This is an optimization exercise on Yosys and OpenROAD, whose aim is small area, not a production implementation. Function was checked by simulation only, so behaviour that the tests miss may differ from the original. Power figures rest on the tool's default switching activity, not on a simulated workload.

## flow/design.v

```verilog
module stm32bl_update (
    input  wire        clk,
    input  wire        rst,           
    input  wire        rx_valid,
    input  wire [7:0]  rx_data,
    input  wire        idle,
    input  wire        tick,
    input  wire        te,
    input  wire [63:0] app_vec,
    input  wire [63:0] boot_vec,
    output reg         fl_erase,
    output reg         fl_we,
    output wire [31:0] fl_addr,
    output wire [31:0] fl_wdata,
    output reg         rep_valid,
    output wire [31:0] rep_pages,
    output reg         nf_valid,
    output reg         ho_valid,
    output reg         rb_valid,
    output reg  [31:0] vec_sp,
    output reg  [31:0] vec_entry,
    output wire [1:0]  mode,
    output wire        rx_listen,
    output wire        halted,
    output wire        gone,
    output wire [1:0]  fault
);
    localparam [7:0]  START_SENTINEL  = 8'h5A;
    localparam [7:0]  ACTIVATION_BYTE = 8'hA5;
    localparam [7:0]  CMD_RUN_APP     = 8'h01;
    localparam [7:0]  CMD_ENTER_PROG  = 8'h02;
    localparam [7:0]  CMD_REBOOT      = 8'h03;
    localparam [31:0] SP_SENTINEL     = 32'h2000_2000;
    localparam [4:0] A_POLL     = 5'd0,
                     C_ENTER    = 5'd1,
                     C_RECV     = 5'd2,
                     C_DISPATCH = 5'd3,
                     R_TEARDOWN = 5'd4,
                     R_JUMP     = 5'd5,
                     G_CLEAR    = 5'd6,
                     G_ARM      = 5'd7,
                     B_TEARDOWN = 5'd8,
                     B_JUMP     = 5'd9,
                     P_CHECK    = 5'd10,
                     P_ERASE    = 5'd11,
                     P_WRITE    = 5'd12,
                     P_ADVANCE  = 5'd13,
                     P_CLEAR    = 5'd14,
                     E_STOP     = 5'd15,
                     E_REPORT   = 5'd16,
                     E_REWIND   = 5'd17,
                     E_CLEAR    = 5'd18,
                     E_FALLBACK = 5'd19,
                     S_GONE     = 5'd20,
                     S_FAULTED  = 5'd21;
    localparam [1:0] M_AWAIT = 2'd0, M_CMD = 2'd1, M_PROG = 2'd2;
    localparam [1:0] CS_NONE = 2'd0, CS_FIRST = 2'd1, CS_SECOND = 2'd2;
    localparam [1:0] FR_IDLE = 2'd0, FR_ONCE = 2'd1, FR_ACTIVE = 2'd2;
    localparam [1:0] F_NONE = 2'd0, F_CONTRACT = 2'd1, F_RANGE = 2'd2, F_RXOVF = 2'd3;
    reg [7:0]  buf_mem [0:255];
    reg [1:0]  r_mode;
    reg [4:0]  r_seq;
    reg        r_latch;
    reg [4:0]  r_burst;
    reg [8:0]  r_ptr;                 
    reg [1:0]  r_frame;
    reg [1:0]  r_idlecnt;
    reg        r_msgdone;
    reg [1:0]  r_capstat;
    reg        r_rx_en, r_idle_ie, r_idle_if;
    reg        r_dma_en;              
    reg        r_htif, r_tcif, r_teif, r_tif;
    reg [7:0]  r_half;                
    reg        r_armed;               
    reg [2:0]  r_remain;
    reg        r_halted;
    reg [1:0]  r_fault;
    reg [1:0]  n_mode;
    reg [4:0]  n_seq;
    reg        n_latch;
    reg [4:0]  n_burst;
    reg [8:0]  n_ptr;
    reg [1:0]  n_frame;
    reg [1:0]  n_idlecnt;
    reg        n_msgdone;
    reg [1:0]  n_capstat;
    reg        n_rx_en, n_idle_ie, n_idle_if;
    reg        n_dma_en;
    reg        n_htif, n_tcif, n_teif, n_tif;
    reg [7:0]  n_half;
    reg        n_armed;
    reg [2:0]  n_remain;
    reg        n_halted;
    reg [1:0]  n_fault;
    reg        buf_we;
    reg        o_erase, o_we, o_rep, o_nf, o_ho, o_rb;
    reg        warm;
    reg        live;
    wire [4:0]  wr_word = r_burst - 5'd1;
    wire [5:0]  rd_w = {r_latch, wr_word};
    reg [3:0]  rd_hi;
    reg [15:0] rd_lo;
    reg [31:0] rd_word, rd_grp;
    integer j, m;
    always @* begin
        rd_hi = 4'd0;  rd_hi[rd_w[5:4]] = 1'b1;
        rd_lo = 16'd0; rd_lo[rd_w[3:0]] = 1'b1;
        rd_word = 32'd0;
        for (m = 0; m < 4; m = m + 1) begin
            rd_grp = 32'd0;
            for (j = 0; j < 16; j = j + 1)
                rd_grp = rd_grp | ({32{rd_lo[j]}} &
                         {buf_mem[64*m+4*j+3], buf_mem[64*m+4*j+2], buf_mem[64*m+4*j+1], buf_mem[64*m+4*j]});
            rd_word = rd_word | ({32{rd_hi[m]}} & rd_grp);
        end
    end
    wire [7:0]  cmd_byte = buf_mem[0];
    wire        app_ok = app_vec[31:0] == SP_SENTINEL;
    always @* begin
        n_mode    = r_mode;
        n_seq     = r_seq;
        n_latch   = r_latch;
        n_burst   = r_burst;
        n_ptr     = r_ptr;
        n_frame   = r_frame;
        n_idlecnt = r_idlecnt;
        n_msgdone = r_msgdone;
        n_capstat = r_capstat;
        n_rx_en   = r_rx_en;
        n_idle_ie = r_idle_ie;
        n_idle_if = r_idle_if;
        n_dma_en  = r_dma_en;
        n_htif    = r_htif;
        n_tcif    = r_tcif;
        n_teif    = r_teif;
        n_tif     = r_tif;
        n_half    = r_half;
        n_armed   = r_armed;
        n_remain  = r_remain;
        n_halted  = r_halted;
        n_fault   = r_fault;
        buf_we  = 1'b0;
        o_erase = 1'b0;
        o_we    = 1'b0;
        o_rep   = 1'b0;
        o_nf    = 1'b0;
        o_ho    = 1'b0;
        o_rb    = 1'b0;
        warm    = 1'b0;
        live = !r_halted && r_seq != S_GONE && r_seq != S_FAULTED;
        if (!live) begin
        end else if (r_burst != 5'd0) begin
            o_we = 1'b1;
            n_burst = r_burst + 5'd1;
            if (r_burst == 5'd31)
                n_seq = P_ADVANCE;
        end else if (r_teif && r_dma_en) begin
            n_halted = 1'b1;
        end else if (r_tcif && r_dma_en) begin
            n_tcif    = 1'b0;
            n_capstat = CS_SECOND;
            n_ptr     = 9'd0;
            n_rx_en   = 1'b1;
        end else if (r_htif && r_dma_en) begin
            n_htif    = 1'b0;
            n_capstat = CS_FIRST;
        end else if (r_idle_if && r_idle_ie) begin
            n_idle_if = 1'b0;
            n_idlecnt = r_idlecnt + 2'd1;
            if (r_idlecnt == 2'd1) begin
                n_msgdone = 1'b1;
                n_idle_ie = 1'b0;
            end
        end else if (r_tif && r_armed) begin
            n_tif    = 1'b0;
            n_remain = r_remain - 3'd1;
            if (r_remain == 3'd1) begin
                n_armed = 1'b0;
                if (app_ok) begin
                    o_ho  = 1'b1;
                    n_seq = S_GONE;
                end else begin
                    o_nf = 1'b1;
                end
            end
        end else begin
            case (r_seq)
                C_ENTER: begin
                    n_frame   = FR_IDLE;
                    n_idlecnt = 2'd0;
                    n_msgdone = 1'b0;
                    n_ptr     = 9'd0;
                    n_idle_if = 1'b0;
                    n_idle_ie = 1'b1;
                    n_seq     = C_RECV;
                end
                C_RECV: begin
                    if (r_msgdone)
                        n_seq = C_DISPATCH;
                end
                C_DISPATCH: begin
                    if (r_ptr == 9'd0)
                        n_seq = C_ENTER;
                    else if (cmd_byte == CMD_RUN_APP)
                        n_seq = R_TEARDOWN;
                    else if (cmd_byte == CMD_ENTER_PROG)
                        n_seq = G_CLEAR;
                    else if (cmd_byte == CMD_REBOOT)
                        n_seq = B_TEARDOWN;
                    else
                        n_seq = C_ENTER;
                end
                R_TEARDOWN, B_TEARDOWN: begin
                    n_dma_en  = 1'b0;
                    n_htif    = 1'b0;
                    n_tcif    = 1'b0;
                    n_teif    = 1'b0;
                    n_idle_ie = 1'b0;
                    n_idle_if = 1'b0;
                    n_rx_en   = 1'b0;
                    if (r_armed) begin
                        n_armed = 1'b0;
                        n_tif   = 1'b0;
                    end
                    n_seq = (r_seq == R_TEARDOWN) ? R_JUMP : B_JUMP;
                end
                R_JUMP: begin
                    if (app_ok) begin
                        o_ho  = 1'b1;
                        n_seq = S_GONE;
                    end else begin
                        o_nf  = 1'b1;
                        n_seq = C_ENTER;
                    end
                end
                G_CLEAR: begin
                    n_seq = G_ARM;
                end
                G_ARM: begin
                    if (r_armed) begin
                        n_armed = 1'b0;
                        n_tif   = 1'b0;
                    end
                    n_half    = 8'd0;
                    n_idlecnt = 2'd0;
                    n_msgdone = 1'b0;
                    n_idle_if = 1'b0;
                    n_htif    = 1'b0;
                    n_tcif    = 1'b0;
                    n_teif    = 1'b0;
                    n_capstat = CS_NONE;
                    n_ptr     = 9'd0;
                    n_dma_en  = 1'b1;
                    n_idle_ie = 1'b1;
                    n_mode    = M_PROG;
                    n_seq     = P_CHECK;
                end
                B_JUMP: begin
                    o_rb = 1'b1;
                    warm = 1'b1;
                end
                P_CHECK: begin
                    if (r_msgdone) begin
                        n_seq = E_STOP;
                    end else if (r_capstat == CS_FIRST) begin
                        n_latch = 1'b0;
                        n_seq   = P_ERASE;
                    end else if (r_capstat == CS_SECOND) begin
                        n_latch = 1'b1;
                        n_seq   = P_WRITE;
                    end
                end
                P_ERASE: begin
                    if (r_half[0]) begin
                        n_fault = F_CONTRACT;
                        n_seq   = S_FAULTED;
                    end else if (r_half[7]) begin
                        n_fault = F_RANGE;
                        n_seq   = S_FAULTED;
                    end else begin
                        o_erase = 1'b1;
                        n_seq   = P_WRITE;
                    end
                end
                P_WRITE: begin
                    if (r_half[0] != r_latch) begin
                        n_fault = F_CONTRACT;
                        n_seq   = S_FAULTED;
                    end else if (r_half[7]) begin
                        n_fault = F_RANGE;
                        n_seq   = S_FAULTED;
                    end else begin
                        o_we    = 1'b1;
                        n_burst = 5'd1;
                    end
                end
                P_ADVANCE: begin
                    n_half = r_half + 8'd1;
                    n_seq = P_CLEAR;
                end
                P_CLEAR: begin
                    n_capstat = CS_NONE;
                    n_seq     = P_CHECK;
                end
                E_STOP: begin
                    n_dma_en  = 1'b0;
                    n_htif    = 1'b0;
                    n_tcif    = 1'b0;
                    n_teif    = 1'b0;
                    n_idle_ie = 1'b0;
                    n_idle_if = 1'b0;
                    n_seq     = E_REPORT;
                end
                E_REPORT: begin
                    o_rep = 1'b1;
                    n_seq = E_REWIND;
                end
                E_REWIND: begin
                    n_half = 8'd0;
                    n_seq  = E_CLEAR;
                end
                E_CLEAR: begin
                    n_capstat = CS_NONE;
                    n_msgdone = 1'b0;
                    n_idlecnt = 2'd0;
                    n_seq     = E_FALLBACK;
                end
                E_FALLBACK: begin
                    n_mode = M_CMD;
                    n_seq  = C_ENTER;
                end
                default: begin
                end
            endcase
        end
        if (warm) begin
            n_mode    = M_AWAIT;
            n_seq     = A_POLL;
            n_ptr     = 9'd0;
            n_frame   = FR_IDLE;
            n_idlecnt = 2'd0;
            n_msgdone = 1'b0;
            n_capstat = CS_NONE;
            n_rx_en   = 1'b1;
            n_idle_ie = 1'b0;
            n_idle_if = 1'b0;
            n_dma_en  = 1'b0;
            n_htif    = 1'b0;
            n_tcif    = 1'b0;
            n_teif    = 1'b0;
            n_tif     = 1'b0;
            n_half    = 8'd0;
            n_armed   = 1'b1;
            n_remain  = 3'd5;
            n_halted  = 1'b0;
            n_fault   = F_NONE;
        end
        live = !n_halted && n_seq != S_GONE && n_seq != S_FAULTED;
        if (te && live && n_dma_en)
            n_teif = 1'b1;
        if (rx_valid && live && n_rx_en) begin
            n_idlecnt = 2'd0;
            if (n_dma_en) begin
                if (!n_ptr[8]) begin
                    buf_we = 1'b1;
                    n_ptr  = n_ptr + 9'd1;
                    if (n_ptr == 9'd128) n_htif = 1'b1;
                    if (n_ptr == 9'd256) n_tcif = 1'b1;
                end
            end else if (n_seq == A_POLL) begin
                if (rx_data == ACTIVATION_BYTE) begin
                    if (n_armed) begin
                        n_armed = 1'b0;
                        n_tif   = 1'b0;
                    end
                    n_mode = M_CMD;
                    n_seq  = C_ENTER;
                end
            end else if (n_seq == C_RECV && !n_msgdone) begin
                case (n_frame)
                    FR_IDLE:
                        if (rx_data == START_SENTINEL) n_frame = FR_ONCE;
                    FR_ONCE:
                        n_frame = (rx_data == START_SENTINEL) ? FR_ACTIVE : FR_IDLE;
                    default: begin
                        if (n_ptr[8]) begin
                            n_fault = F_RXOVF;
                            n_seq   = S_FAULTED;
                        end else begin
                            buf_we = 1'b1;
                            n_ptr  = n_ptr + 9'd1;
                        end
                    end
                endcase
            end
        end
        live = !n_halted && n_seq != S_GONE && n_seq != S_FAULTED;
        if (idle && live && n_rx_en && n_idle_ie)
            n_idle_if = 1'b1;
        if (tick && live && n_armed)
            n_tif = 1'b1;
    end
    reg [7:0] widx;
    always @* begin
        widx = r_ptr[7:0];
        if (r_seq == G_ARM || (r_tcif && r_dma_en && r_burst == 5'd0 && !r_teif))
            widx = 8'd0;
    end
    always @(posedge clk) begin
        if (rst) begin
            r_mode    <= M_AWAIT;
            r_seq     <= A_POLL;
            r_burst   <= 5'd0;
            r_ptr     <= 9'd0;
            r_frame   <= FR_IDLE;
            r_idlecnt <= 2'd0;
            r_msgdone <= 1'b0;
            r_capstat <= CS_NONE;
            r_rx_en   <= 1'b1;
            r_idle_ie <= 1'b0;
            r_idle_if <= 1'b0;
            r_dma_en  <= 1'b0;
            r_htif    <= 1'b0;
            r_tcif    <= 1'b0;
            r_teif    <= 1'b0;
            r_tif     <= 1'b0;
            r_half    <= 8'd0;
            r_armed   <= 1'b1;
            r_remain  <= 3'd5;
            r_halted  <= 1'b0;
            r_fault   <= F_NONE;
            fl_erase  <= 1'b0;
            fl_we     <= 1'b0;
            rep_valid <= 1'b0;
            nf_valid  <= 1'b0;
            ho_valid  <= 1'b0;
            rb_valid  <= 1'b0;
        end else begin
            r_mode    <= n_mode;
            r_seq     <= n_seq;
            r_burst   <= n_burst;
            r_ptr     <= n_ptr;
            r_frame   <= n_frame;
            r_idlecnt <= n_idlecnt;
            r_msgdone <= n_msgdone;
            r_capstat <= n_capstat;
            r_rx_en   <= n_rx_en;
            r_idle_ie <= n_idle_ie;
            r_idle_if <= n_idle_if;
            r_dma_en  <= n_dma_en;
            r_htif    <= n_htif;
            r_tcif    <= n_tcif;
            r_teif    <= n_teif;
            r_tif     <= n_tif;
            r_half    <= n_half;
            r_armed   <= n_armed;
            r_remain  <= n_remain;
            r_halted  <= n_halted;
            r_fault   <= n_fault;
            fl_erase  <= o_erase;
            fl_we     <= o_we;
            rep_valid <= o_rep;
            nf_valid  <= o_nf;
            ho_valid  <= o_ho;
            rb_valid  <= o_rb;
        end
    end
    always @(posedge clk) begin
        r_latch   <= n_latch;
        vec_sp    <= (r_seq == B_JUMP) ? boot_vec[31:0]  : SP_SENTINEL;
        vec_entry <= (r_seq == B_JUMP) ? boot_vec[63:32] : app_vec[63:32];
    end
    reg       w_en;
    reg [7:0] w_idx, w_data;
    always @(posedge clk) begin
        w_en   <= buf_we;
        w_idx  <= widx;
        w_data <= rx_data;
        if (w_en)
            buf_mem[w_idx] <= w_data;
    end
    assign fl_addr   = {17'd0, 1'b1, r_half[6:0], fl_erase ? 5'd0 : wr_word, 2'b00};
    assign rep_pages = {25'd0, r_half[7:1]};    
    assign fl_wdata  = rd_word;
    assign mode      = r_mode;
    assign rx_listen = r_seq == C_RECV && !r_msgdone;
    assign halted    = r_halted;
    assign gone      = r_seq == S_GONE;
    assign fault     = r_fault;
endmodule
```

## flow/flow/run.sh

```bash
#!/bin/bash
# Standard layout with three changes:
#  - after floorplan, OpenROAD's restructure re-maps the combinational logic for area
#    (registers untouched);
#  - CTS with larger sink clusters and no dummy loads;
#  - ports buffered with buf_1.
export POST_FLOORPLAN_TCL="$PWD/flow/restructure.tcl"
export CTS_ARGS="-sink_clustering_enable -repair_clock_nets -dont_use_dummy_load -sink_clustering_size 25 -sink_clustering_max_diameter 90"
export BUFFER_PORTS_ARGS="-buffer_cell sky130_fd_sc_hd__buf_1"
bash standard.sh > standard.log 2>&1
```

## flow/flow/restructure.tcl

```tcl
# Area-oriented re-mapping of the combinational logic (ABC through OpenROAD).
# restructure ignores set_dont_use, so ABC is given a copy of the library
# without the platform's don't-use cells.
set rst_dir $::env(RESULTS_DIR)/restructure
file mkdir $rst_dir
set lib_in $::env(PLATFORM_DIR)/lib/sky130_fd_sc_hd__tt_025C_1v80.lib
set lib_out $rst_dir/abc_cells.lib
set dont_use {}
foreach c $::env(DONT_USE_CELLS) { dict set dont_use $c 1 }
set fi [open $lib_in r]
set fo [open $lib_out w]
set skip 0
set depth 0
while { [gets $fi line] >= 0 } {
  if { !$skip && [regexp {^\s*cell\s*\(\s*"?([A-Za-z0-9_]+)"?\s*\)} $line -> name] \
       && [dict exists $dont_use $name] } {
    set skip 1
    set depth 0
  }
  if { $skip } {
    incr depth [expr { [regexp -all {\{} $line] - [regexp -all {\}} $line] }]
    if { $depth <= 0 && [regexp {\}} $line] } { set skip 0 }
    continue
  }
  puts $fo $line
}
close $fi
close $fo
set_dont_use $::env(DONT_USE_CELLS)
report_design_area
restructure -target area -liberty_file $lib_out \
  -tielo_port sky130_fd_sc_hd__conb_1/LO -tiehi_port sky130_fd_sc_hd__conb_1/HI \
  -work_dir $rst_dir -abc_logfile $rst_dir/abc.log
report_design_area
```

## flow/standard.sh

```bash
#!/bin/bash
# synth_recipe.tcl (not shown) runs the flow's synth.tcl, then flattens the netlist and writes it again
# the make line also repeats each setting of config.mk as NAME=value (left out here)
make -C /OpenROAD-flow-scripts/flow DESIGN_CONFIG=/design/flow/config.mk WORK_HOME=/design/flow/orfs CLKGATE_MAP_FILE= SYNTH_SCRIPT=/design/flow/synth_recipe.tcl "${@:-finish}"
```

## flow/config.mk

```make
export PLATFORM = sky130hd
export DESIGN_NAME = stm32bl_update
export DESIGN_NICKNAME = stm32bl_update
export VERILOG_FILES = /design/flow/design.v
export SDC_FILE = /design/flow/constraint.sdc
export NUM_CORES = 4
export LEC_CHECK = 0
export CAP_MARGIN = 20
export CORE_MARGIN = 2
export CORE_UTILIZATION = 40
export PLACE_DENSITY = 0.8
export SLEW_MARGIN = 20
```

## flow/constraint.sdc

```tcl
create_clock -name core_clock -period 10.0 [get_ports {clk}]
set_input_delay 2.0000 -clock core_clock [delete_from_list [all_inputs] [get_ports {clk}]]
set_output_delay 2.0000 -clock core_clock [all_outputs]
set_load 0.01 [all_outputs]
```

==> results.cfg, run 1 <==
[route]
drt-pass1-iter-count = 10
vias = 46800
avgRoutedWirePerCell_um = 28.1
final_antenna_net_count = 0
drt_iter0_markers = 8496
drc = 0
finalWirelength_um = 209000
via_per_inst = 6.28

[place]
dpl_cell_area_um2 = 84100
place_ws_ps = 3310
gp_congestion = 0.895
dp_hpwl_um = 124000
port_buffers = 269

[critical_path]
critPathLaunchType = flip-flop
path_class = reg -> reg
crit_required_ps = 10610
worst-path-buf-inv = 5
worstPathMaxFanout = 26
cp_cell_sequence = nor2_1 -> nand2_1 -> nor2_4 -> nand2_1 -> nor2_1 -> clkinv_1 -> nor2_1 -> clkinv_1 -> nor2_1 -> clkinv_1 -> nor2_1 -> clkinv_1 -> o2111ai_1 -> o21ai_0 -> nand4b_1 -> nor2_1 -> nand2_1 -> nor3_1 -> clkinv_1 -> a31oi_1 -> nor3_1 -> o22a_1
cp_data_arrival_time_ps = 7520
critPathTopFamily = simple AND/OR/NAND/NOR gates
crit_path_max_incr_delay_ps = 630
cpMostUsedCell = nor2_1
slowest_stage = nor2_4
end_kind = flip-flop

[logic_synthesis]
synth_compound_area_frac = 0.116
synth_area_leaders = edfxtp_1, a22oi_1, dfxtp_1
synth-seq-cells = 2187
synth.avg_cell_area_um2 = 16.3
async_reset_ff_frac = 0
yosys.area_share.simple = 0.0657
synth_flop_cell = edfxtp_1
synth_top_area_share = 0.758
synth-xor-area-share = 0.00259
synth_top_family_by_area = compound AO/OA/AOI/OAI gates
synth_enable_flop_cells = 2049
ys_seq_area_frac = 0.792
syn_inst = 4987
synth_area_leader_cell = edfxtp_1
synth_cell_types = 77
synth_area_um2 = 81200
synthMuxAreaShare = 0.000493
synth_fa_ha_area_frac = 0.00247
ys_warn_count = 1

[timing]
setup_viol = 0
rsz0062_at_grt = false
maxSlewHeadroom = 0.210
slew_violations = 0
skew_ps = 112
fin_crit_ps = 6910
tightest_slew_ps = 1190
fmax_ghz = 0.145
setup_slack_ps = 3090
period_share = 0.691
hold_violations = 0
tns_ps = 0

[clock_network]
h-tree-depth = 3
post_cts_buffers = 0
cts_made_buffers = 100
clkSinkCount = 2187
cts_root_buffer = clkbuf_16
cts_tree = built
worst_skew_pair.late_latency_ps = 800
cts-resized-gates = 0
clk_pin_slew_ps = 110
clock_path_buffers = 3
hold_buffers = 0

[cells_and_area]
fin_area_um2 = 86700
finalNetCount = 4933
syn_to_final_growth_pct = 6.73
antenna-diode-count = 0
drive_gt1_frac = 0.0422

[pwr]
comb_power_share = 0.198
seq_power_share = 0.561
swShare = 0.286
vdd_drop_max_mv = 0.278
leakagePower_nw = 25.4
pwr_density_cell_nw_per_um2 = 209
p_sw_mw = 5.19
p_clk_frac = 0.241
p_int_mw = 12.9

[floorplanning]
core_area_um2 = 202000
die_width_um = 455
die-area_um2 = 207000
row_count = 165
start_util = 0.402
ios = 315
die_h_um = 455

[global_route]
track_usage = 0.195
grt.overflow.total = 0
grt_pass1_wl_um = 302000
grt_pass1_vias = 44800
grt_max_degree = 129
antenna_found_initial = 4

[min_path]
min_path_type = reg -> reg

[flow_run]
cap_violations = 0

[run_status]
status = no timing/DRC/antenna violations
==> layout by cell type (no fill, tap or decap), drive strengths merged, types with 12 or more instances in the layout <==
cell     count
a21boi      53
a21oi       28
a222oi     371
a22o       190
a22oi      247
a31oi       18
a41o        94
and4        38
and4b       27
buf        340
clkbuf     100
clkinv      97
conb        90
dfxtp      138
edfxtp    2049
nand2      120
nand3       17
nand4       56
nor2       373
nor2b       31
nor3        88
nor4        19
o2111ai     39
o21a        13
o21ai       38
o22ai       12
or3         34
==> cell usage after synthesis, types with 4 or more instances <==
library cell,n
nor4b_1,6
nand3b_1,5
buf_4,54
and3_1,52
nor4bb_1,5
mux2i_1,4
xor2_1,12
or3_1,9
buf_1,14
nor3_1,37
o311ai_0,4
a31oi_1,16
a22o_1,7
inv_1,18
ha_1,16
xnor2_1,12
nor2b_1,17
a221oi_1,7
nand2_1,172
a22oi_1,1016
dfxtp_1,138
edfxtp_1,2049
nor4_1,15
nor3b_1,7
o41ai_1,4
a311oi_1,6
o31ai_1,10
nor2_1,331
buf_2,8
a21oi_1,47
or4_1,5
and2_1,18
nand4_1,292
nand3_1,42
nand2b_1,14
or2_2,6
o211ai_1,6
clkbuf_1,295
o21ai_0,152
==> per-layer routing <==
layer,GRT usage,vias up,share of wire
li1,-,19300,-
met1,0.261,23500,0.35
met2,0.316,3606,0.47
met3,0.0395,462,0.13
met4,0.0718,8,0.044
met5,0,-,0.00027
==> worst reg2reg max path, delay by kind of cell, from the launching register on <==
family	cells	cell delay (ps)
AND/OR/NAND/NOR	13	4010
buffers and inverters	5	1550
AO/OA/AOI/OAI	4	850
flip-flops	1	400
==> metrics by stage <==
stage	hold WS [ps]	std cells	utilization	total power, mW
2_1_floorplan	452	5030	-	12.2
3_3_place_gp	463	7358	0.416	13.8
3_5_place_dp	475	7358	0.416	13.9
4_1_cts	494	7458	0.429	18.1
5_1_grt	513	7461	0.429	18.6
6_report	487	7461	0.429	18.1
==> power groups by stage <==
stage	combinational [mW]	sequential, mW	clock, mW
finish	3.58	10.2	4.37
global route	3.74	10.2	4.65
CTS	3.53	10.2	4.38
detailed placement	3.51	10.4	0
global placement	3.48	10.4	0
floorplan	1.76	10.4	0
==> state kept, by name, indices dropped and copies added (netlist names), 2 cells and up <==
name,flops
r_idlecnt,2
w_data,8
vec_sp,32
r_mode,2
w_idx,8
buf_mem,2048
r_half,8
r_seq,5
r_fault,2
vec_entry,32
r_burst,5
r_ptr,9
r_remain,3
r_frame,2
r_capstat,2
==> worst paths after layout <==
| check | startpoint | endpoint | slack, ps | cells past startpoint |
|---|---|---|---|---|
| setup / recovery | r_burst[0] | r_tif | 3090 | 22 |
| hold / removal | r_remain[2] | r_remain[2] | 490 | 1 |
| setup reg to reg | r_burst[0] | r_tif | 3090 | 22 |
| hold reg to reg | r_remain[2] | r_remain[2] | 490 | 1 |
==> final cells by class <==
cell class	instances	area [um^2]
fill	17200	115000
timing repair buffer	340	1720
sequential	2187	64300
multi-input combinational	2064	14400
clock buffer	100	2500
inverter	98	368
tap	2672	3340
==> cell families (layout without fill, tap and decap cells) <==
logic type               count (synthesis)  in the layout
adder cells (fa/ha/maj)                 16              0
XOR/XNOR                                24              0
AO/OA/AOI/OAI                         1315           1152
multiplexers                             4              0
buffers and inverters                  389            538
flip-flops                            2187           2187
AND/OR/NAND/NOR                       1050            822
other                                    2             90
==> run 2: changes to the inputs <==
--- a/flow/config.mk
+++ b/flow/config.mk
@@ -9,4 +9,3 @@
 export CORE_MARGIN = 2
 export CORE_UTILIZATION = 40
-export PLACE_DENSITY = 0.8
 export SLEW_MARGIN = 20
==> run 2 against run 1 <==
  * Still clean
  * Total power is 0.85% higher
  * Sequential power hardly changed
  * Critical path type unchanged
  * Sequential share of layout area is 0.14 points lower
  * Largest cell class unchanged
  * Cell count is 0.15% higher
  * Wire length is 7.6% higher
  * Count of clock-buffer cells in the layout stayed put
  * Global-route usage is 1.7 points higher
  * Critical endpoint is now r_ptr[3]
==> results.cfg, run 2 <==
[logic_synthesis]
ys_seq_area_frac = 0.792
synth_enable_flop_cells = 2049
synth_cell_types = 77
synth_area_leader_cell = edfxtp_1
synth_flop_cell = edfxtp_1
synth.avg_cell_area_um2 = 16.3
async_reset_ff_frac = 0
syn_inst = 4987
synth_area_leaders = edfxtp_1, a22oi_1, dfxtp_1
yosysMostFrequentCell = edfxtp_1
synth-seq-cells = 2187
ys_warn_count = 1
synth_area_um2 = 81200
ys_top_cells_by_count = edfxtp_1, a22oi_1, nor2_1
synth_top_area_share = 0.758

[pwr]
vdd_drop_max_mv = 0.193
leakagePower_nw = 25.4
pwr_density_cell_nw_per_um2 = 210
power.total_mw = 18.3

[timing]
maxSlewHeadroom = 0.218
tightest_slew_ps = 1170
fmax_ghz = 0.148
rsz0062_at_grt = false
whs_ps = 488
fin_crit_ps = 6750
tns_ps = 0
period_share = 0.675
skew_ps = 56.0
setup_viol = 0
slew_violations = 0
hold_violations = 0

[clock_network]
worst_skew_pair.late_latency_ps = 770
clkSinkCount = 2187
h-tree-depth = 3
cts_made_buffers = 100
cts_tree = built
hold_buffers = 0
clk_pin_slew_ps = 90
cts_root_buffer = clkbuf_16
cts-resized-gates = 0
post_cts_buffers = 0
clock_path_buffers = 3

[place]
dp_hpwl_um = 132000
dpl_cell_area_um2 = 84200
place_inst = 7367
gp_congestion = 0.909
port_buffers = 269

[critical_path]
critPathLaunchType = flip-flop
path_class = reg -> reg
crit_required_ps = 10660
end_kind = flip-flop
cp_data_arrival_time_ps = 7410
cpMostUsedCell = clkinv_1
worstPathMaxFanout = 16
crit_path_max_incr_delay_ps = 530
worst-path-buf-inv = 7
ff2ff_path_depth = 20
path_depth = 20
slowest_stage = dfxtp_1
cp_cell_sequence = clkinv_1 -> a31oi_1 -> clkinv_1 -> nor2_1 -> clkinv_1 -> nor2_1 -> clkinv_1 -> nor2_1 -> clkinv_1 -> nor2_1 -> clkinv_1 -> o2111ai_1 -> o21ai_0 -> nand4b_1 -> o21a_1 -> or3_1 -> nor2_1 -> clkinv_1 -> o32a_1 -> nor2_1
critPathTopFamily = simple AND/OR/NAND/NOR gates

[cells_and_area]
layoutNonFillerInstCount = 7472
seqCellArea_um2 = 64300
fin_area_um2 = 86800
fillers = 17700
layout_common_cells = edfxtp_1, a222oi_1, nor2_1
multi_input_area_um2 = 14400
syn_to_final_growth_pct = 6.93
finalNetCount = 4943
largest_reg_flops = 2048
reg_top3 = buf_mem: 2048 flops, vec_entry: 32 flops, vec_sp: 32 flops
layout_commonest_cell = edfxtp_1
regMostFlops = buf_mem
drive_gt1_frac = 0.0442

[min_path]
min_path_type = reg -> reg
hold_depth = 1

[global_route]
grt_max_degree = 194
grt_pass1_vias = 43900
track_usage = 0.212
grt_pass1_wl_um = 321000
grt.overflow.total = 0
antenna_found_initial = 4

[floorplanning]
die_h_um = 455
die_width_um = 455
start_util = 0.402
core_area_um2 = 202000
die-area_um2 = 207000
ios = 315
row_count = 165

[route]
drt_iter0_markers = 7310
drc = 0
final_antenna_net_count = 0
drt-pass1-iter-count = 9
via_per_inst = 6.21
finalWirelength_um = 225000
vias = 46400
avgRoutedWirePerCell_um = 30.1

[run_status]
status = no timing/DRC/antenna violations

[flow_run]
cap_violations = 0
[run 2: cell counts after synthesis]
No cell type changed its count.
[run 2: layer usage]
| metal | global-route usage | vias to the layer above | part of all wire |
|---|---|---|---|
| li1 | - | 19300 | - |
| met1 | 0.303 | 24200 | 0.41 |
| met2 | 0.343 | 2661 | 0.48 |
| met3 | 0.0284 | 249 | 0.092 |
| met4 | 0.0515 | 0 | 0.023 |
| met5 | 0 | - | 0 |
[run 2: layout make-up]
class / count / area share
Timing Repair Buffer: 350 / 0.0217
Antenna cell: 1 / 0.0000288
Clock buffer: 100 / 0.0288
Sequential cell: 2187 / 0.741
Tap cell: 2672 / 0.0385
Inverter: 98 / 0.00424
Multi-Input combinational cell: 2064 / 0.166
[run 2: path summary, 6_finish.rpt]
check | start | to | slack [ps]
setup / recovery | r_seq[1] | r_ptr[3] | 3250
setup reg to reg | r_seq[1] | r_ptr[3] | 3250
hold reg to reg | r_idlecnt[0] | r_idlecnt[0] | 490
hold / removal | r_idlecnt[0] | r_idlecnt[0] | 490
[run 2: cells by family (layout without fill, tap and decap cells)]
group                    after synthesis  in the layout  synth area share
XOR/XNOR                              24              0           0.00259
AO/OA/AOI/OAI                       1315           1152             0.116
buffers and inverters                389            548            0.0206
other                                  2             91         0.0000925
adder cells (fa/ha/maj)               16              0           0.00247
AND/OR/NAND/NOR                     1050            822            0.0657
flip-flops                          2187           2187             0.792
multiplexers                           4              0          0.000493
[run 2: power breakdown]
group	switching, mW	internal [mW]
combinational	2.57	1.08
sequential	0.0891	10.1
clock	2.67	1.79
total	5.32	12.9
[run 2: through the flow]
step | util | setup slack [ps]
5_1_grt | 0.430 | 2610
6_report | 0.430 | 3250
3_5_place_dp | 0.417 | 3480
2_1_floorplan | - | 4940
3_3_place_gp | 0.417 | 3850
4_1_cts | 0.430 | 3340
[run 2: worst reg2reg max path, cell delays in order, from the launching register on]
cell	delay, ps
dfxtp_1	530
clkinv_1	460
a31oi_1	470
clkinv_1	250
nor2_1	390
clkinv_1	360
nor2_1	420
clkinv_1	160
nor2_1	340
clkinv_1	510
nor2_1	400
clkinv_1	300
o2111ai_1	170
o21ai_0	170
nand4b_1	230
o21a_1	240
or3_1	440
nor2_1	300
clkinv_1	170
o32a_1	320
nor2_1	90
==> run 3: changes to the inputs <==
--- a/flow/design.v
+++ b/flow/design.v
@@ -18,6 +18,6 @@
     output reg         ho_valid,
     output reg         rb_valid,
-    output reg  [31:0] vec_sp,
-    output reg  [31:0] vec_entry,
+    output wire [31:0] vec_sp,
+    output wire [31:0] vec_entry,
     output wire [1:0]  mode,
     output wire        rx_listen,
@@ -468,6 +468,4 @@
     always @(posedge clk) begin
         r_latch   <= n_latch;
-        vec_sp    <= (r_seq == B_JUMP) ? boot_vec[31:0]  : SP_SENTINEL;
-        vec_entry <= (r_seq == B_JUMP) ? boot_vec[63:32] : app_vec[63:32];
     end
     reg       w_en;
@@ -479,5 +477,13 @@
         if (w_en)
             buf_mem[w_idx] <= w_data;
+        if (o_ho || o_rb) begin
+            {buf_mem[255], buf_mem[254], buf_mem[253], buf_mem[252]} <=
+                o_rb ? boot_vec[31:0] : SP_SENTINEL;
+            {buf_mem[251], buf_mem[250], buf_mem[249], buf_mem[248]} <=
+                o_rb ? boot_vec[63:32] : app_vec[63:32];
+        end
     end
+    assign vec_sp    = {buf_mem[255], buf_mem[254], buf_mem[253], buf_mem[252]};
+    assign vec_entry = {buf_mem[251], buf_mem[250], buf_mem[249], buf_mem[248]};
     assign fl_addr   = {17'd0, 1'b1, r_half[6:0], fl_erase ? 5'd0 : wr_word, 2'b00};
     assign rep_pages = {25'd0, r_half[7:1]};    
==> run 3 against run 2 <==
  * Still clean
  * Fmax down 15%
  * Sequential share of layout area shrank 0.75 points
  * Sequential cell count is 64 lower
  * First-iteration DRC count increased by 1.7%
  * Sequential power barely moved
  * Synthesized cell count down 0.70%
  * Synthesized area is 1.3% lower
  * Global-route usage grew 1.6 points
  * Utilization rose by 0.10 points
  * Clock power fell by 3%
  * Register-to-register slack worse by 70 ps
  * Largest power group unchanged
==> results.cfg, run 3 <==
[run_status]
status = no timing/DRC/antenna violations

[cells_and_area]
syn_to_final_growth_pct = 7.22
finalNetCount = 5129
multi_input_area_um2 = 14600
fin_area_um2 = 86000
layout_common_cells = edfxtp_1, a22oi_1, nor2_1
reg_top3 = buf_mem: 2048 flops, r_ptr: 9 flops
regMostFlops = buf_mem
largest_reg_flops = 2048
seqCellArea_um2 = 63000
layoutNonFillerInstCount = 7642
drive_gt1_frac = 0.0516
utilization = 0.431
fillers = 17700
layout_commonest_cell = edfxtp_1

[pwr]
pwr_density_cell_nw_per_um2 = 217
leakagePower_nw = 25.4
power.total_mw = 18.7
vdd_drop_max_mv = 0.173

[route]
finalWirelength_um = 240000
final_antenna_net_count = 0
via_per_inst = 6.22
drt_iter0_markers = 7437
drt-pass1-iter-count = 8
drc = 0
avgRoutedWirePerCell_um = 31.4
vias = 47600

[min_path]
min_path_type = reg -> reg
worstHoldStart = r_idlecnt[0]
hold_depth = 1
holdPathEnd = r_idlecnt[0]

[place]
place_ws_ps = 2890
dp_hpwl_um = 146000
place_inst = 7542
port_buffers = 269
gp_congestion = 0.880
dpl_cell_area_um2 = 83500

[logic_synthesis]
synth_area_um2 = 80200
syn_inst = 4952
synth_top_area_share = 0.767
synth.avg_cell_area_um2 = 16.2
ys_top_cells_by_count = edfxtp_1, a22oi_1, nor2_1
synth_area_leader_cell = edfxtp_1
synth_cell_types = 83
synth-seq-cells = 2123
ys_warn_count = 1
async_reset_ff_frac = 0
synth_area_leaders = edfxtp_1, a22oi_1, nand4_1
synth_flop_cell = edfxtp_1
ys_seq_area_frac = 0.786
yosysMostFrequentCell = edfxtp_1
synth_enable_flop_cells = 2049

[timing]
tightest_slew_ps = 1180
fin_crit_ps = 7940
period_share = 0.794
skew_ps = 83.6
whs_ps = 501
setup_viol = 0
maxSlewHeadroom = 0.209
fmax_ghz = 0.126
rsz0062_at_grt = false
hold_violations = 0
tns_ps = 0
slew_violations = 0
setup_slack_ps = 2060

[floorplanning]
start_util = 0.402
ios = 315
core_area_um2 = 199000
die_width_um = 452
die-area_um2 = 204000
die_h_um = 452
row_count = 164

[global_route]
grt_max_degree = 107
grt_pass1_vias = 45200
grt.overflow.total = 0
track_usage = 0.228
grt_pass1_wl_um = 338000
antenna_found_initial = 2

[clock_network]
clkSinkCount = 2123
hold_buffers = 0
worst_skew_pair.late_latency_ps = 770
clock_path_buffers = 3
clk_pin_slew_ps = 100
h-tree-depth = 3
cts-resized-gates = 0
post_cts_buffers = 0
cts_tree = built
cts_made_buffers = 96
cts_root_buffer = clkbuf_16

[critical_path]
ff2ff_path_depth = 21
critPathLaunchType = flip-flop
r2r-end = r_tif
rr_startpoint = r_burst[3]
end_kind = output port
startpoint = r_burst[3]
worstPathMaxFanout = 60
path_class = reg -> out
slowest_stage = a31oi_1
cp_cell_sequence = clkinv_1 -> a31oi_1 -> clkinv_1 -> a31oi_1 -> nor2_4 -> buf_4 -> buf_4 -> buf_4 -> a222oi_1 -> nand4_1 -> nor2_1 -> o221ai_1 -> buf_1
crit_path_max_incr_delay_ps = 930
crit_required_ps = 8000
cpMostUsedCell = buf_4
cp_data_arrival_time_ps = 5940
r2r_slack_ps = 3180

[flow_run]
cap_violations = 0
-- run 3: logic make-up (layout without fill, tap and decap cells) --
| group | after synthesis | count (layout) | synth area share |
|---|---|---|---|
| flip-flops | 2123 | 2123 | 0.786 |
| AO/OA/AOI/OAI | 1404 | 1210 | 0.124 |
| AND/OR/NAND/NOR | 986 | 921 | 0.0635 |
| buffers and inverters | 399 | 641 | 0.0217 |
| XOR/XNOR | 20 | 0 | 0.00218 |
| adder cells (fa/ha/maj) | 16 | 0 | 0.00250 |
| other | 2 | 91 | 0.0000937 |
| multiplexers | 2 | 0 | 0.000250 |
-- run 3: how the worst max path moves through the flow --
stage / end / slack (ps)
floorplan: fl_wdata[14] / 5010
global placement: fl_wdata[0] / 3060
detailed placement: fl_wdata[0] / 2890
CTS: fl_wdata[0] / 2050
global route: fl_wdata[0] / 1820
finish: fl_wdata[0] / 2060
-- run 3: critical path, delay by kind of cell, from the launching register on --
kind	cells	cell delay (ps)
AOI/OAI and AO/OA	4	2130
buffers and inverters	6	2020
DFF	1	460
and+or+nand+nor	3	450
-- run 3: report_power, final --
group / leakage [nW] / switching (mW) / total [mW] / internal [mW]
Combinational: 5.18 / 3.20 / 4.50 / 1.30
Clock: 1.18 / 2.61 / 4.33 / 1.72
Sequential: 19.0 / 0.0817 / 9.85 / 9.77
Total: 25.4 / 5.89 / 18.7 / 12.8
-- run 3: metal layers --
| layer | GRT usage | share of wire |
|---|---|---|
| met5 | 0 | 0.00055 |
| met2 | 0.373 | 0.48 |
| met1 | 0.307 | 0.38 |
| met4 | 0.104 | 0.050 |
| met3 | 0.0266 | 0.088 |
-- run 3: layout make-up --
type	instances	share of cell area
inverter	158	0.00690
antenna	1	0.0000291
timing repair buffer	387	0.0234
sequential	2123	0.733
multi-input combinational	2221	0.170
clock buffer	96	0.0279
tap	2656	0.0387
==> run 4: changes to the inputs <==
--- a/flow/flow/run.sh
+++ b/flow/flow/run.sh
@@ -6,5 +6,5 @@
 #  - ports buffered with buf_1.
 export POST_FLOORPLAN_TCL="$PWD/flow/restructure.tcl"
-export CTS_ARGS="-sink_clustering_enable -repair_clock_nets -dont_use_dummy_load -sink_clustering_size 25 -sink_clustering_max_diameter 90"
+export CTS_ARGS="-sink_clustering_enable -repair_clock_nets -dont_use_dummy_load -sink_clustering_size 28 -sink_clustering_max_diameter 90"
 export BUFFER_PORTS_ARGS="-buffer_cell sky130_fd_sc_hd__buf_1"
 bash standard.sh > standard.log 2>&1
==> run 4 against run 3 <==
  * Synthesized area did not move
  * Sequential power is essentially flat
  * Final area is 0.29% lower
  * Still clean
  * Largest power group unchanged
  * Hold slack improved by 2.9 ps
==> results.cfg, run 4 <==
[run_status]
status = no timing/DRC/antenna violations

[floorplanning]
core_area_um2 = 199000
row_count = 164
die_h_um = 452
die-area_um2 = 204000
die_width_um = 452
ios = 315
start_util = 0.402

[route]
highest_layer = met4
avgRoutedWirePerCell_um = 31.5
wl_met3_um = 20900
drc = 0
final_antenna_net_count = 0
drt_iter0_markers = 7094
via_per_inst = 6.22
met1_length_um = 92100
dr_wl_met2_um = 115000
finalWirelength_um = 240000
vias = 47500
drt-pass1-iter-count = 8

[critical_path]
worstPathMaxFanout = 60
critPathLaunchType = flip-flop
cp_data_arrival_time_ps = 5980
end_kind = output port
path_class = reg -> out
crit_required_ps = 8000

[flow_run]
cap_violations = 0

[cells_and_area]
reg_top3 = buf_mem: 2048 flops, r_ptr: 9 flops
drive_gt1_frac = 0.0496
layout_common_cells = edfxtp_1, a22oi_1, nor2_1
layout_commonest_cell = edfxtp_1
finalNetCount = 5119
regMostFlops = buf_mem
largest_reg_flops = 2048
syn_to_final_growth_pct = 6.91

[global_route]
grt.overflow.total = 0
track_usage = 0.228
grt_pass1_wl_um = 337000
antenna_found_initial = 1
grt_pass1_vias = 45100
grt_max_degree = 107

[timing]
rsz0062_at_grt = false
fmax_ghz = 0.125
period_share = 0.798
setup_viol = 0
tns_ps = 0
slew_violations = 0
whs_ps = 504
hold_violations = 0
setup_slack_ps = 2020
maxSlewHeadroom = 0.115
fin_crit_ps = 7980
skew_ps = 42.8
tightest_slew_ps = 1330

[place]
dp_hpwl_um = 146000
gp_congestion = 0.880
place_ws_ps = 2890
port_buffers = 269

[clock_network]
post_cts_buffers = 0
worst_skew_pair.late_latency_ps = 750
cts_made_buffers = 86
hold_buffers = 0
cts-resized-gates = 0
h-tree-depth = 3
clock_path_buffers = 3
cts_root_buffer = clkbuf_16
cts_tree = built
clk_pin_slew_ps = 110
clkSinkCount = 2123

[logic_synthesis]
synthMuxAreaShare = 0.000250
yosysMostFrequentCell = edfxtp_1
synth-xor-area-share = 0.00218
yosys.area_share.simple = 0.0635
synth_enable_flop_cells = 2049
synth.avg_cell_area_um2 = 16.2
synth_area_um2 = 80200
synth_area_leaders = edfxtp_1, a22oi_1, nand4_1
synth_flop_cell = edfxtp_1
synth_top_family_by_area = compound AO/OA/AOI/OAI gates
synth-seq-cells = 2123
synth_top_area_share = 0.767
async_reset_ff_frac = 0
synth_compound_area_frac = 0.124
ys_seq_area_frac = 0.786
ys_top_cells_by_count = edfxtp_1, a22oi_1, nor2_1
syn_inst = 4952
ys_warn_count = 1
synth_cell_types = 83
synth_fa_ha_area_frac = 0.00250
synth_area_leader_cell = edfxtp_1

[pwr]
pwr_density_cell_nw_per_um2 = 215
leakagePower_nw = 25.3
vdd_drop_max_mv = 0.175

[min_path]
min_path_type = reg -> reg
## run 4: logic make-up (layout without fill, tap and decap cells)
group	count (synthesis)	in the layout
flip-flops	2123	2123
AO/OA/AOI/OAI	1404	1210
AND/OR/NAND/NOR	986	921
buffers and inverters	399	631
XOR/XNOR	20	0
adder cells (fa/ha/maj)	16	0
other	2	91
multiplexers	2	0
## run 4: worst paths after layout
| kind | slack (ps) | startpoint | to | cells past startpoint |
|---|---|---|---|---|
| worst max-delay path | 2020 | r_burst[3] | fl_wdata[0] | 13 |
| worst min-delay path | 500 | r_idlecnt[0] | r_idlecnt[0] | 1 |
| worst max register to register | 3060 | r_burst[3] | r_tif | 21 |
| worst min register to register | 500 | r_idlecnt[0] | r_idlecnt[0] | 1 |
## run 4: metrics by stage
| stage | cells | cell area [um^2] | util | power, mW |
|---|---|---|---|---|
| 2_1_floorplan | 4995 | 80300 | - | 11.9 |
| 3_3_place_gp | 7542 | 83500 | 0.419 | 14.5 |
| 3_5_place_dp | 7542 | 83500 | 0.419 | 14.5 |
| 4_1_cts | 7628 | 85700 | 0.430 | 18.5 |
| 5_1_grt | 7631 | 85700 | 0.430 | 19.0 |
| 6_report | 7632 | 85700 | 0.430 | 18.5 |
## run 4: final cells by class
cell class	count	area (um^2)
multi-input cells	2221	14600
inverters	158	593
well taps	2656	3320
diodes	1	2.50
fillers	17700	114000
repair buffers	387	2010
flip-flops and latches	2123	63000
clock buffers	86	2150
## run 4: per-layer routing
metal,GRT usage,vias to the layer above
met3,0.0273,305
met2,0.373,2714
li1,-,19700
met5,0,-
met1,0.306,24800
met4,0.102,0
## run 4: where the power goes
part	internal, mW	total [mW]	switching, mW
combinational	1.30	4.49	3.19
sequential	9.77	9.85	0.0811
clock	1.55	4.12	2.57
## run 4: critical path, cell delays in order (launching register included)
cell and delay, ps:
dfxtp_1 470, clkinv_1 270, a31oi_1 930, clkinv_1 440
a31oi_1 520, nor2_4 60, buf_4 310, buf_4 360
buf_4 430, a222oi_1 430, nand4_1 140, nor2_1 260
o221ai_1 280, buf_1 220
==> run 5: changes to the inputs <==
--- a/flow/flow/run.sh
+++ b/flow/flow/run.sh
@@ -6,5 +6,5 @@
 #  - ports buffered with buf_1.
 export POST_FLOORPLAN_TCL="$PWD/flow/restructure.tcl"
-export CTS_ARGS="-sink_clustering_enable -repair_clock_nets -dont_use_dummy_load -sink_clustering_size 28 -sink_clustering_max_diameter 90"
+export CTS_ARGS="-sink_clustering_enable -repair_clock_nets -dont_use_dummy_load -sink_clustering_size 25 -sink_clustering_max_diameter 90"
 export BUFFER_PORTS_ARGS="-buffer_cell sky130_fd_sc_hd__buf_1"
 bash standard.sh > standard.log 2>&1
--- a/flow/flow/restructure.tcl
+++ b/flow/flow/restructure.tcl
@@ -33,2 +33,26 @@
   -work_dir $rst_dir -abc_logfile $rst_dir/abc.log
 report_design_area
+
+# restructure leaves some of its constant drivers with no load; drop them
+set n_removed 0
+foreach inst [[ord::get_db_block] getInsts] {
+  if { [[$inst getMaster] getName] ne "sky130_fd_sc_hd__conb_1" } { continue }
+  set used 0
+  set nets {}
+  foreach it [$inst getITerms] {
+    if { [[$it getMTerm] getSigType] in {POWER GROUND} } { continue }
+    set n [$it getNet]
+    if { $n eq "NULL" } { continue }
+    lappend nets $n
+    if { [llength [$n getITerms]] > 1 || [llength [$n getBTerms]] > 0 } { set used 1 }
+  }
+  if { !$used } {
+    odb::dbInst_destroy $inst
+    foreach n $nets {
+      if { [llength [$n getITerms]] == 0 && [llength [$n getBTerms]] == 0 } { odb::dbNet_destroy $n }
+    }
+    incr n_removed
+  }
+}
+puts "Removed $n_removed unused constant drivers"
+report_design_area
==> run 5 against run 4 <==
  * Still clean on timing, DRC and antenna
  * Non-clock buffer count down 7
  * Total power up 1.1%
  * Combinational power down 0.9%
  * Via count down 0.19%
  * Clock skew up 50 ps
  * Cell count down 0.54%
  * Critical path type unchanged
  * Critical endpoint is now fl_wdata[29]
  * Largest cell class unchanged
  * Largest power group unchanged
==> results.cfg, run 5 <==
[run_status]
status = no timing/DRC/antenna violations

[clock_network]
cts-resized-gates = 0
clk_pin_slew_ps = 90
worst_skew_pair.late_latency_ps = 760
h-tree-depth = 3
clock_path_buffers = 3
post_cts_buffers = 0
clkSinkCount = 2123
hold_buffers = 0
cts_root_buffer = clkbuf_16
cts_made_buffers = 98
cts_tree = built

[timing]
setup_viol = 0
setup_slack_ps = 2270
tightest_slew_ps = 1200
rsz0062_at_grt = false
maxSlewHeadroom = 0.196
skew_ps = 93.0
tns_ps = 0
slew_violations = 0
period_share = 0.773
fmax_ghz = 0.129
hold_violations = 0
fin_crit_ps = 7730

[floorplanning]
die_width_um = 452
die_h_um = 452
ios = 315
start_util = 0.402
row_count = 164
core_area_um2 = 199000
die-area_um2 = 204000

[logic_synthesis]
synth_cell_types = 83
syn_inst = 4952
synth_flop_cell = edfxtp_1
synth.avg_cell_area_um2 = 16.2
synth-seq-cells = 2123
synth_top_area_share = 0.767
synth_area_leaders = edfxtp_1, a22oi_1, nand4_1
synth_enable_flop_cells = 2049
ys_top_cells_by_count = edfxtp_1, a22oi_1, nor2_1
synth_area_leader_cell = edfxtp_1
synth_area_um2 = 80200
async_reset_ff_frac = 0
yosysMostFrequentCell = edfxtp_1
ys_warn_count = 1
ys_seq_area_frac = 0.786

[cells_and_area]
layout_common_cells = edfxtp_1, a22oi_1, nor2_1
regMostFlops = buf_mem
largest_reg_flops = 2048
finalNetCount = 5079
drive_gt1_frac = 0.0507
reg_top3 = buf_mem: 2048 flops, r_ptr: 9 flops
layout_commonest_cell = edfxtp_1
syn_to_final_growth_pct = 7.05
antenna-diode-count = 0

[route]
via_per_inst = 6.24
finalWirelength_um = 239000
drt_iter0_markers = 7374
vias = 47400
drt-pass1-iter-count = 10
avgRoutedWirePerCell_um = 31.5
drc = 0
final_antenna_net_count = 0

[critical_path]
worstPathMaxFanout = 93
crit_required_ps = 8000
cp_data_arrival_time_ps = 5730
r2r_slack_ps = 2950
critPathLaunchType = flip-flop
path_class = reg -> out
ff2ff_path_depth = 20
r2r-end = r_tif
rr_startpoint = r_burst[3]
end_kind = output port

[flow_run]
cap_violations = 0

[global_route]
grt_max_degree = 249
grt.overflow.total = 0
grt_pass1_vias = 45000
track_usage = 0.228
grt_pass1_wl_um = 337000
antenna_found_initial = 0

[pwr]
leakagePower_nw = 25.2
pwr_density_cell_nw_per_um2 = 218
vdd_drop_max_mv = 0.196

[min_path]
hold_depth = 1
worstHoldStart = r_remain[2]
min_path_type = reg -> reg
holdPathEnd = r_remain[2]

[place]
dp_hpwl_um = 143000
gp_congestion = 0.892
place_ws_ps = 3010
port_buffers = 269
-- run 5: cell counts after synthesis --
No cell type changed its count.
-- run 5: logic make-up (layout without fill, tap and decap cells) --
group | count (synthesis) | count (layout) | share of synthesized area
flops | 2123 | 2123 | 0.786
compound gates | 1404 | 1210 | 0.124
simple gates | 986 | 921 | 0.0635
buf+inv | 399 | 636 | 0.0217
xor+xnor | 20 | 0 | 0.00218
fa+ha+maj | 16 | 0 | 0.00250
other cells | 2 | 45 | 0.0000937
mux | 2 | 0 | 0.000250
-- run 5: how the worst max path moves through the flow --
stage,endpoint,startpoint,cells past startpoint
floorplan,fl_wdata[14],r_burst[0],14
global placement,r_ptr[6],app_vec[26],18
detailed placement,r_ptr[1],app_vec[26],18
CTS,fl_wdata[29],r_burst[3],12
global route,fl_wdata[29],r_burst[3],12
finish,fl_wdata[29],r_burst[3],12
-- run 5: where the power goes --
group	switching, mW	total (mW)	internal [mW]
clock	2.62	4.37	1.75
sequential	0.0817	9.85	9.77
combinational	3.15	4.45	1.29
-- run 5: metal layers --
metal  GRT usage  up-vias  part of all wire
li1            -    19700                 -
met1       0.308    24700              0.39
met5           0        -                 0
met4       0.104        0             0.050
met2       0.368     2683              0.47
met3      0.0318      338             0.090
-- run 5: critical path, cell delays in order (launching register included) --
cell and delay, ps:
dfxtp_1 460, clkinv_1 260, a31oi_1 940, clkinv_1 440
a31oi_1 490, nor2_4 60, buf_12 240, buf_4 480
nand2_1 140, nand2_1 50, a211oi_1 730, o221ai_1 280
buf_1 190
-- run 5: stage by stage --
step	cells	hold slack, ps	total power, mW	cell area (um^2)	util
finish	7591	487	18.7	85800	0.430
global route	7591	525	19.2	85800	0.430
CTS	7588	490	18.7	85800	0.430
detailed placement	7490	475	14.4	83300	0.418
global placement	7489	468	14.4	83300	0.418
floorplan	4995	454	11.9	80300	-
-- run 5: layout make-up --
type | count | area (um^2)
clock buffer | 98 | 2450
fill | 17500 | 114000
inverter | 158 | 593
multi-input combinational | 2176 | 14400
sequential | 2123 | 63000
tap | 2656 | 3320
timing repair buffer | 380 | 2010

## separate check: timing with driven ports
How much do the figures lean on ideal ports? The routed layouts below were timed once more, with nothing changed but the port constraints.
Step 1 (the two cells are an assumption about what drives the block):
set clk [get_ports {clk}]
set_driving_cell -lib_cell sky130_fd_sc_hd__clkbuf_16 $clk
set_driving_cell -lib_cell sky130_fd_sc_hd__buf_2 [delete_from_list [all_inputs] $clk]
Step 2 moves the port delays by t, midway between the first and last clock arrival at a register: inputs arrive t later, outputs are due t later. That takes back most of the time a late clock gives input paths.
a / b / c = ideal / step 1 / step 2; a / b = the first two.
run | shift t [ns] | setup slack, ns | worst data-port slew with drivers (ns)
run 1 | 0.812 | 3.092 / 3.059 / 3.092 | 0.07
run 2 | 0.828 | 3.251 / 3.251 / 3.251 | 0.08
run 3 | 0.818 | 2.057 / 1.975 / 2.792 | 0.05
run 4 | 0.824 | 2.023 / 1.934 / 2.758 | 0.05
run 5 | 0.807 | 2.273 / 2.188 / 2.724 | 0.05
After both steps setup and hold are still met in every run listed.
